This is an optimization exercise on Yosys and OpenROAD, whose aim is small area, not a production implementation.
The RTL was checked by simulation tests, not by an equivalence proof against the original design.
Power is estimated from default activity; no workload was simulated.

==> design/flow/design.v <==
module keyer_codec (
    input  wire [7:0] enc_char,    
    output reg  [7:0] enc_pat,     
    input  wire [7:0] dec_pat,     
    output reg        dec_found,   
    output reg  [7:0] dec_char     
);
    localparam [7:0] UNKNOWN_CHAR = 8'h00;
    wire [7:0] enc_fold = (enc_char >= 8'h61 && enc_char <= 8'h7A) ? enc_char - 8'h20 : enc_char;
    always @* begin
        case (enc_fold)
            8'h41: enc_pat = 8'h06;   
            8'h42: enc_pat = 8'h11;   
            8'h43: enc_pat = 8'h15;   
            8'h44: enc_pat = 8'h09;   
            8'h45: enc_pat = 8'h02;   
            8'h46: enc_pat = 8'h14;   
            8'h47: enc_pat = 8'h0B;   
            8'h48: enc_pat = 8'h10;   
            8'h49: enc_pat = 8'h04;   
            8'h4A: enc_pat = 8'h1E;   
            8'h4B: enc_pat = 8'h0D;   
            8'h4C: enc_pat = 8'h12;   
            8'h4D: enc_pat = 8'h07;   
            8'h4E: enc_pat = 8'h05;   
            8'h4F: enc_pat = 8'h0F;   
            8'h50: enc_pat = 8'h16;   
            8'h51: enc_pat = 8'h1B;   
            8'h52: enc_pat = 8'h0A;   
            8'h53: enc_pat = 8'h08;   
            8'h54: enc_pat = 8'h03;   
            8'h55: enc_pat = 8'h0C;   
            8'h56: enc_pat = 8'h18;   
            8'h57: enc_pat = 8'h0E;   
            8'h58: enc_pat = 8'h19;   
            8'h59: enc_pat = 8'h1D;   
            8'h5A: enc_pat = 8'h13;   
            8'h30: enc_pat = 8'h3F;   
            8'h31: enc_pat = 8'h3E;   
            8'h32: enc_pat = 8'h3C;   
            8'h33: enc_pat = 8'h38;   
            8'h34: enc_pat = 8'h30;   
            8'h35: enc_pat = 8'h20;   
            8'h36: enc_pat = 8'h21;   
            8'h37: enc_pat = 8'h23;   
            8'h38: enc_pat = 8'h27;   
            8'h39: enc_pat = 8'h2F;   
            8'h2E: enc_pat = 8'h6A;   
            8'h2C: enc_pat = 8'h73;   
            8'h3F: enc_pat = 8'h4C;   
            8'h2F: enc_pat = 8'h29;   
            default: enc_pat = 8'h00;
        endcase
    end
    always @* begin
        dec_found = 1'b1;
        case (dec_pat)
            8'h06: dec_char = 8'h41;   
            8'h11: dec_char = 8'h42;   
            8'h15: dec_char = 8'h43;   
            8'h09: dec_char = 8'h44;   
            8'h02: dec_char = 8'h45;   
            8'h14: dec_char = 8'h46;   
            8'h0B: dec_char = 8'h47;   
            8'h10: dec_char = 8'h48;   
            8'h04: dec_char = 8'h49;   
            8'h1E: dec_char = 8'h4A;   
            8'h0D: dec_char = 8'h4B;   
            8'h12: dec_char = 8'h4C;   
            8'h07: dec_char = 8'h4D;   
            8'h05: dec_char = 8'h4E;   
            8'h0F: dec_char = 8'h4F;   
            8'h16: dec_char = 8'h50;   
            8'h1B: dec_char = 8'h51;   
            8'h0A: dec_char = 8'h52;   
            8'h08: dec_char = 8'h53;   
            8'h03: dec_char = 8'h54;   
            8'h0C: dec_char = 8'h55;   
            8'h18: dec_char = 8'h56;   
            8'h0E: dec_char = 8'h57;   
            8'h19: dec_char = 8'h58;   
            8'h1D: dec_char = 8'h59;   
            8'h13: dec_char = 8'h5A;   
            8'h3F: dec_char = 8'h30;   
            8'h3E: dec_char = 8'h31;   
            8'h3C: dec_char = 8'h32;   
            8'h38: dec_char = 8'h33;   
            8'h30: dec_char = 8'h34;   
            8'h20: dec_char = 8'h35;   
            8'h21: dec_char = 8'h36;   
            8'h23: dec_char = 8'h37;   
            8'h27: dec_char = 8'h38;   
            8'h2F: dec_char = 8'h39;   
            8'h6A: dec_char = 8'h2E;   
            8'h73: dec_char = 8'h2C;   
            8'h4C: dec_char = 8'h3F;   
            8'h29: dec_char = 8'h2F;   
            default: begin
                dec_char  = UNKNOWN_CHAR;
                dec_found = 1'b0;
            end
        endcase
    end
endmodule
module keyer_queue #(
    parameter integer QCAP = 16,
    parameter integer IW   = 4,     
    parameter integer CW   = 5      
) (
    input  wire          clk,
    input  wire          rst,
    input  wire          rx_valid,
    input  wire [7:0]    rx_data,
    output wire          rx_ready,
    output wire          rx_overflow,
    input  wire          pop,         
    output wire [7:0]    head_data,   
    output wire [CW-1:0] count
);
    reg [7:0]    mem [0:QCAP-1];
    reg [IW-1:0] head, tail;
    reg [CW-1:0] cnt;
    wire not_full  = (cnt < QCAP);
    wire push_fire = rx_valid && not_full && !rst;
    wire pop_fire  = pop && !rst;
    wire [7:0] folded = (rx_data >= 8'h61 && rx_data <= 8'h7A) ? rx_data - 8'h20 : rx_data;
    assign rx_ready    = not_full && !rst;
    assign rx_overflow = rx_valid && !not_full && !rst;
    assign head_data   = mem[head];
    assign count       = cnt;
    always @(posedge clk) begin
        if (push_fire)
            mem[tail] <= folded;
    end
    always @(posedge clk) begin
        if (rst) begin
            head <= {IW{1'b0}};
            tail <= {IW{1'b0}};
            cnt  <= {CW{1'b0}};
        end else begin
            if (push_fire)
                tail <= (tail == QCAP - 1) ? {IW{1'b0}} : tail + 1'b1;
            if (pop_fire)
                head <= (head == QCAP - 1) ? {IW{1'b0}} : head + 1'b1;
            if (push_fire && !pop_fire)
                cnt <= cnt + 1'b1;
            else if (pop_fire && !push_fire)
                cnt <= cnt - 1'b1;
        end
    end
endmodule
module keyer_core (
    input  wire       clk,
    input  wire       rst,
    input  wire       tick_ms,       
    input  wire       dit_n,         
    input  wire       dah_n,         
    input  wire       rx_valid,
    input  wire [7:0] rx_data,
    output wire       rx_ready,
    output wire       rx_overflow,
    output reg        tx_valid,
    output reg  [7:0] tx_data,
    output reg        err_unknown,
    output wire       key,
    output wire       tone_en,
    output wire [4:0] q_count
);
    localparam integer WPM    = 12;
    localparam integer DIT_MS = 1200 / WPM;
    localparam integer QCAP   = 16;
    localparam integer TW     = 14;
    localparam [TW-1:0] T_DIT        = DIT_MS;
    localparam [TW-1:0] T_DAH        = 3 * DIT_MS;
    localparam [TW-1:0] T_SPACE      = DIT_MS;
    localparam [TW-1:0] T_CHAR_GAP   = 2 * DIT_MS;
    localparam [TW-1:0] T_WORD_WAIT  = 4 * DIT_MS;
    localparam [TW-1:0] T_RELAY_HOLD = 7 * DIT_MS;
    localparam [7:0] ACC_LIMIT = 8'h40;
    localparam [2:0] M_START    = 3'd0;
    localparam [2:0] M_DIT      = 3'd1;
    localparam [2:0] M_DAH      = 3'd2;
    localparam [2:0] M_END_CHAR = 3'd3;
    localparam [2:0] M_END_WORD = 3'd4;
    localparam [2:0] M_RELAY    = 3'd5;
    localparam [1:0] P_ENTER = 2'd0;
    localparam [1:0] P_MARK  = 2'd1;
    localparam [1:0] P_SPACE = 2'd2;
    localparam [1:0] P_WAIT  = 2'd3;
    reg [2:0]    mode;
    reg [1:0]    phase;
    reg [7:0]    acc;
    reg [7:0]    accbit;
    reg [TW-1:0] tmr;
    reg          key_r;
    reg          tone_r;
    reg [7:0]    rbyte;
    reg [7:0]    rpat;
    wire dit_closed = !dit_n;
    wire dah_closed = !dah_n;
    wire at_limit   = (accbit == ACC_LIMIT);
    wire done       = (tmr == {TW{1'b0}}) || (tick_ms && tmr == {{(TW-1){1'b0}}, 1'b1});
    wire [7:0] q_head;
    wire       pop = (mode == M_RELAY) && (phase == P_ENTER);
    keyer_queue #(.QCAP(QCAP), .IW(4), .CW(5)) u_queue (
        .clk        (clk),
        .rst        (rst),
        .rx_valid   (rx_valid),
        .rx_data    (rx_data),
        .rx_ready   (rx_ready),
        .rx_overflow(rx_overflow),
        .pop        (pop),
        .head_data  (q_head),
        .count      (q_count)
    );
    wire q_nonempty = (q_count != 5'd0);
    wire [7:0] enc_pat;
    wire       dec_found;
    wire [7:0] dec_char;
    keyer_codec u_codec (
        .enc_char (q_head),
        .enc_pat  (enc_pat),
        .dec_pat  (acc | accbit),
        .dec_found(dec_found),
        .dec_char (dec_char)
    );
    assign key     = key_r;
    assign tone_en = tone_r;
    always @* begin
        tx_valid    = 1'b0;
        tx_data     = 8'h00;
        err_unknown = 1'b0;
        if (!rst && done && phase == P_WAIT) begin
            if (mode == M_END_CHAR) begin
                tx_valid    = 1'b1;
                tx_data     = dec_char;
                err_unknown = !dec_found;
            end else if (mode == M_RELAY) begin
                tx_valid    = 1'b1;
                tx_data     = rbyte;
            end
        end
    end
    wire [7:0]    relay_next = rpat >> 1;
    wire [7:0]    relay_pat  = (phase == P_ENTER) ? enc_pat : relay_next;
    wire          relay_last = (relay_pat == 8'h01);
    wire [TW-1:0] relay_tmr  = relay_last ? T_CHAR_GAP : (relay_pat[0] ? T_DAH : T_DIT);
    wire [TW-1:0] tmr_count = tick_ms ? tmr - 1'b1 : tmr;
    always @(posedge clk) begin
        if (rst) begin
            mode   <= M_START;
            phase  <= P_ENTER;
            acc    <= 8'h00;
            accbit <= 8'h01;
            tmr    <= {TW{1'b0}};
            key_r  <= 1'b0;
            tone_r <= 1'b0;
            rbyte  <= 8'h00;
            rpat   <= 8'h00;
        end else begin
            case (mode)
                M_START: begin
                    acc    <= 8'h00;
                    accbit <= 8'h01;
                    phase  <= P_ENTER;
                    if (q_nonempty)      mode <= M_RELAY;
                    else if (dit_closed) mode <= M_DIT;
                    else if (dah_closed) mode <= M_DAH;
                    else                 mode <= M_START;
                end
                M_DIT, M_DAH: begin
                    case (phase)
                        P_ENTER: begin
                            if (mode == M_DAH) begin
                                acc <= acc | accbit;
                                tmr <= T_DAH;
                            end else begin
                                tmr <= T_DIT;
                            end
                            accbit <= accbit << 1;
                            key_r  <= 1'b1;
                            tone_r <= 1'b1;
                            phase  <= P_MARK;
                        end
                        P_MARK: begin
                            if (done) begin
                                key_r  <= 1'b0;
                                tone_r <= 1'b0;
                                tmr    <= T_SPACE;
                                phase  <= P_SPACE;
                            end else begin
                                tmr <= tmr_count;
                            end
                        end
                        P_SPACE: begin
                            if (done) begin
                                tmr   <= {TW{1'b0}};
                                phase <= P_ENTER;
                                if (at_limit)
                                    mode <= M_END_CHAR;
                                else if (mode == M_DIT)
                                    mode <= dah_closed ? M_DAH : (dit_closed ? M_DIT : M_END_CHAR);
                                else
                                    mode <= dit_closed ? M_DIT : (dah_closed ? M_DAH : M_END_CHAR);
                            end else begin
                                tmr <= tmr_count;
                            end
                        end
                        default: begin   
                            key_r  <= 1'b0;
                            tone_r <= 1'b0;
                            tmr    <= {TW{1'b0}};
                            phase  <= P_ENTER;
                            mode   <= M_START;
                        end
                    endcase
                end
                M_END_CHAR, M_END_WORD: begin
                    case (phase)
                        P_ENTER: begin
                            tmr   <= (mode == M_END_CHAR) ? T_CHAR_GAP : T_WORD_WAIT;
                            phase <= P_WAIT;
                        end
                        P_WAIT: begin
                            if (done) begin
                                tmr   <= {TW{1'b0}};
                                phase <= P_ENTER;
                                if (mode == M_END_CHAR) begin
                                    acc    <= 8'h00;
                                    accbit <= 8'h01;
                                    if (dit_closed)      mode <= M_DIT;
                                    else if (dah_closed) mode <= M_DAH;
                                    else                 mode <= M_END_WORD;
                                end else begin
                                    mode <= M_START;
                                end
                            end else begin
                                tmr <= tmr_count;
                            end
                        end
                        default: begin   
                            key_r  <= 1'b0;
                            tone_r <= 1'b0;
                            tmr    <= {TW{1'b0}};
                            phase  <= P_ENTER;
                            mode   <= M_START;
                        end
                    endcase
                end
                M_RELAY: begin
                    case (phase)
                        P_ENTER: begin
                            rbyte <= q_head;
                            rpat  <= enc_pat;
                            if (enc_pat == 8'h00) begin
                                tmr   <= T_RELAY_HOLD;
                                phase <= P_WAIT;
                            end else if (relay_last) begin
                                tmr   <= relay_tmr;
                                phase <= P_WAIT;
                            end else begin
                                key_r  <= 1'b1;
                                tone_r <= 1'b1;
                                tmr    <= relay_tmr;
                                phase  <= P_MARK;
                            end
                        end
                        P_MARK: begin
                            if (done) begin
                                key_r  <= 1'b0;
                                tone_r <= 1'b0;
                                tmr    <= T_SPACE;
                                phase  <= P_SPACE;
                            end else begin
                                tmr <= tmr_count;
                            end
                        end
                        P_SPACE: begin
                            if (done) begin
                                rpat <= relay_next;
                                if (relay_last) begin
                                    tmr   <= relay_tmr;
                                    phase <= P_WAIT;
                                end else begin
                                    key_r  <= 1'b1;
                                    tone_r <= 1'b1;
                                    tmr    <= relay_tmr;
                                    phase  <= P_MARK;
                                end
                            end else begin
                                tmr <= tmr_count;
                            end
                        end
                        P_WAIT: begin
                            if (done) begin
                                tmr   <= {TW{1'b0}};
                                phase <= P_ENTER;
                                mode  <= q_nonempty ? M_RELAY : M_START;
                            end else begin
                                tmr <= tmr_count;
                            end
                        end
                    endcase
                end
                default: begin   
                    key_r  <= 1'b0;
                    tone_r <= 1'b0;
                    tmr    <= {TW{1'b0}};
                    phase  <= P_ENTER;
                    mode   <= M_START;
                end
            endcase
        end
    end
endmodule
==> design/flow/run.sh <==
#!/bin/bash
# synth_recipe.tcl (not shown) runs the flow's synth.tcl, then flattens the netlist and writes it again
# the make line also repeats each setting of config.mk as NAME=value (left out here)
make -C /OpenROAD-flow-scripts/flow DESIGN_CONFIG=/design/flow/config.mk WORK_HOME=/design/flow/orfs CLKGATE_MAP_FILE= SYNTH_SCRIPT=/design/flow/synth_recipe.tcl finish
==> design/flow/config.mk <==
export PLATFORM = sky130hd
export DESIGN_NAME = keyer_core
export DESIGN_NICKNAME = keyer_core
export VERILOG_FILES = /design/flow/design.v
export SDC_FILE = /design/flow/constraint.sdc
export NUM_CORES = 4
export LEC_CHECK = 0
export CAP_MARGIN = 20
export CORE_MARGIN = 2
export CORE_UTILIZATION = 40
export SLEW_MARGIN = 20
==> design/flow/constraint.sdc <==
create_clock -name core_clock -period 10.0 [get_ports {clk}]
set_input_delay 2.0000 -clock core_clock [delete_from_list [all_inputs] [get_ports {clk}]]
set_output_delay 2.0000 -clock core_clock [all_outputs]
set_load 0.01 [all_outputs]
==> key figures <==
Die
  – Die Wd: 166.3 microns
  – Die ar.: 0.02765 sq mm
  – Top-level I/O count: 33
  – Die Height: 166.3 microns
  – Row count: 59
  – Core Area: 0.02598 sq mm
  – Initial core utilization: 40.54%

Timing
  – Worst-Margin Slew: 1.059 ns
  – Final Hold Fails: 0
  – Slew headroom: 29.14%
  – FMAX: 0.1554 GHz
  – Endpoints failing setup: 0
  – Pins Over Slew Limit: 0
  – Final Cycle Share: 64.36%
  – Clock skew: 0.01892 ns
  – RSZ-0062 raised after global routing: no
  – Setup TNS: 0 ns
  – Min Tclk post-route: 6.436 ns

Drt
  – Drt wl/cell: 19.20 microns
  – Drt pass-1 iters: 5
  – Vias per Instance: 5.889
  – Drt drc: 0
  – DR vias: 8021
  – Detail Route Antenna Nets: 0
  – Routed WL: 26150 microns
  – Iter 0 DRT Violations: 777

Setup path
  – Critical path type: in2out
  – Worst path required time: 8.00 ns
  – Crit path launch type: primary input
  – Worst setup EP type: output port
  – Max FO, Critical Path: 13
  – CP arrival: 4.44 ns

Synth
  – Synthesis warning total: 3
  – Syn Area/Cell: 10.40 sq um
  – #FFs+latches synth: 196
  – Register area share after synthesis: 49.41%
  – Share of synthesized registers carrying an async set or reset: 0%
  – Mapped Area: 0.01053 sq mm
  – Synth cell types: 79
  – Syn Nets: 1060
  – Main synth FF type: edfxtp_1
  – Gate Count Post-Synth: 1013
  – Number of flops mapped to enable cells by yosys: 128

Clock network
  – CTS H-tree depth: 4
  – Clock Path Buffers: 2
  – Clk root buf: clkbuf_16
  – Post-CTS Setup Bufs: 0
  – Sink Count: 196
  – CTS Buf Count: 17
  – Clock slew at reported path FFs: 0.08 ns
  – CTS tree: done
  – CTS resizes: 0
  – Clk Latency, worst-skew pair: 0.45 ns
  – Hold_buf cts: 0

Global routing
  – First-pass GRT wire length: 42360 microns
  – Largest net degree at the start of global routing: 57
  – Initial antenna violation count: 0
  – All-Layer GR Usage: 19.12%
  – Vias in the first global route: 7793
  – Total overflow reported by the global router: 0

Pwr
  – Leakage power: 0.003975 uW
  – Max rail drop VDD: 196.1 uV
  – Pwr dens: 227.5 mW/mm^2

Layout
  – Ratio of cells with drive above 1 in the final layout: 10.32%
  – Ant. Diodes: 0
  – Design area: 0.01173 sq mm
  – Fin nets: 1061
  – P&R area growth vs syn: 11.39%

Place
  – Placer Congestion: 0.8783
  – Area after DPL: 0.01107 sq mm
  – Port bufs: 32
  – DP HPWL: 17500 microns

Job
  – Max-cap viol count: 0

Min path
  – HP Class: reg2reg

Run status
  – Status: complete, no violations
routing by layer:
metal  track usage [%]  up-vias  share of wire (%)
met1             25.94     3947                 46
met5                 0        -                  0
met3             3.170       29                4.5
met4             5.397        0                1.5
li1                  -     3832                  -
met2             31.82      213                 48
cell usage in the layout, fill, tap and decap left out, types with 5 or more instances in the layout:
| master | netlist | routed |
|---|---|---|
| edfxtp_1 | 128 | 128 |
| nand2_1 | 114 | 114 |
| nor2_1 | 107 | 107 |
| a21oi_1 | 78 | 77 |
| dfxtp_1 | 68 | 67 |
| o21ai_0 | 47 | 47 |
| nand3_1 | 36 | 36 |
| ha_1 | 32 | 32 |
| clkdlybuf4s50_1 | 0 | 31 |
| inv_1 | 30 | 30 |
| nor3_1 | 31 | 28 |
| mux4_2 | 27 | 27 |
| clkbuf_16 | 0 | 17 |
| o22ai_1 | 16 | 16 |
| mux2i_1 | 16 | 16 |
| a22oi_1 | 15 | 15 |
| a211oi_1 | 12 | 12 |
| buf_4 | 5 | 12 |
| nand2b_1 | 11 | 11 |
| or2_2 | 11 | 11 |
| a31oi_1 | 11 | 11 |
| xnor2_1 | 11 | 11 |
| o211ai_1 | 10 | 10 |
| mux2_2 | 8 | 8 |
| or4_1 | 7 | 7 |
| nor4_1 | 7 | 7 |
| a32oi_1 | 7 | 7 |
| xor2_1 | 7 | 7 |
| mux4_1 | 6 | 6 |
| a21o_1 | 6 | 6 |
| nor2b_1 | 5 | 5 |
| or3_1 | 5 | 5 |
| a311oi_1 | 5 | 5 |
| inv_8 | 0 | 5 |
worst max-delay path, cell delays in order:
cell,delay [ns]
clkdlybuf4s50_1,0.53
a21oi_1,0.11
nor4_2,0.22
buf_4,0.24
nand2_1,0.16
nor2_1,0.21
o21ai_1,0.19
a21oi_1,0.21
clkdlybuf4s50_1,0.56
cells in the mapped netlist (16+ instances only):
cell      count  area (sq um)
nand3_1      36         180.2
ha_1         32         400.4
o22ai_1      16         100.1
a21oi_1      78         390.4
o21ai_0      47         235.2
mux2i_1      16         160.2
mux4_2       27         608.1
dfxtp_1      68          1361
edfxtp_1    128          3844
clkbuf_1     41         153.9
nor3_1       31         155.2
inv_1        30         112.6
nor2_1      107         401.6
nand2_1     114         427.9
cells by family (layout without fill, tap and decap cells):
| family | count (synthesis) | after routing | share of synthesized area (%) |
|---|---|---|---|
| compound gates | 260 | 260 | 16.11 |
| xor+xnor | 18 | 18 | 1.497 |
| fa+ha+maj | 33 | 33 | 3.991 |
| buf+inv | 96 | 110 | 4.122 |
| flops | 196 | 196 | 49.41 |
| mux | 57 | 57 | 9.645 |
| simple gates | 353 | 353 | 15.23 |
cell type report:
cell class,count,area [sq um]
fill,2465,14250
sequential,196,5206
multi-input combinational,721,4913
clock buffer,17,425.4
tap,335,419.2
timing repair buffer,45,410.4
clock inverter,15,234.0
inverter,33,125.1
registers in the layout, indices dropped and copies added (netlist names), named ones only:
signal / flops
key_r: 1
u_queue.mem: 128
mode: 3
u_queue.head: 4
tone_r: 1
phase: 2
rpat: 6
rbyte: 8
tmr: 14
acc: 8
accbit: 8
u_queue.tail: 4
u_queue.cnt: 5
worst paths after layout:
| kind | start | end | slack, ns | depth (start not counted) |
|---|---|---|---|---|
| worst max-delay path | tick_ms | tx_data[5] | 3.56 | 9 |
| worst min register to register | rbyte[5] | rbyte[5] | 0.46 | 2 |
| worst max register to register | flip-flop | key_r | 4.92 | 15 |
| worst min-delay path | rbyte[5] | rbyte[5] | 0.46 | 2 |
power breakdown:
part | leakage, uW | internal, uW | total, uW | switching [uW]
logic | 0.00195 | 330 | 922 | 592
clock network | 0.000321 | 362 | 761 | 399
registers | 0.00171 | 912 | 987 | 74.4
per-stage QoR:
stage / utilization, % / total power, uW / hold WS [ns] / cells / setup slack (ns)
finish: 45.16 / 2670 / 0.4597 / 1362 / 3.564
global route: 45.16 / 2818 / 0.4895 / 1362 / 3.401
CTS: 45.16 / 2670 / 0.4591 / 1362 / 3.564
detailed placement: 42.62 / 1906 / 0.4465 / 1330 / 3.562
global placement: 42.58 / 1902 / 0.4447 / 1329 / 3.630
floorplan: - / 1665 / 0.4319 / 1013 / 4.983

[what the ideal ports hide]
How much do the figures lean on ideal ports? The routed layout below was timed once more, with nothing changed but the port constraints. Step 1 assumes that a clkbuf_16 drives the clock port and a buf_2 every other input. Step 2 also shifts input and output timing later by t, the mid clock arrival at the registers, as if the neighbouring blocks saw the same clock. a / b / c = ideal ports / drivers / drivers and shift; a / b = the first two.
shift t [ns]: 0.492
slack for setup (ns): 3.564 / 3.540 / 3.540
hold slack, ns: 0.460 / 0.460 / 0.460
After both steps setup and hold are still met in this run. The setup slack of this run moves by -0.024 ns with the drivers and by -0.024 ns with both steps.
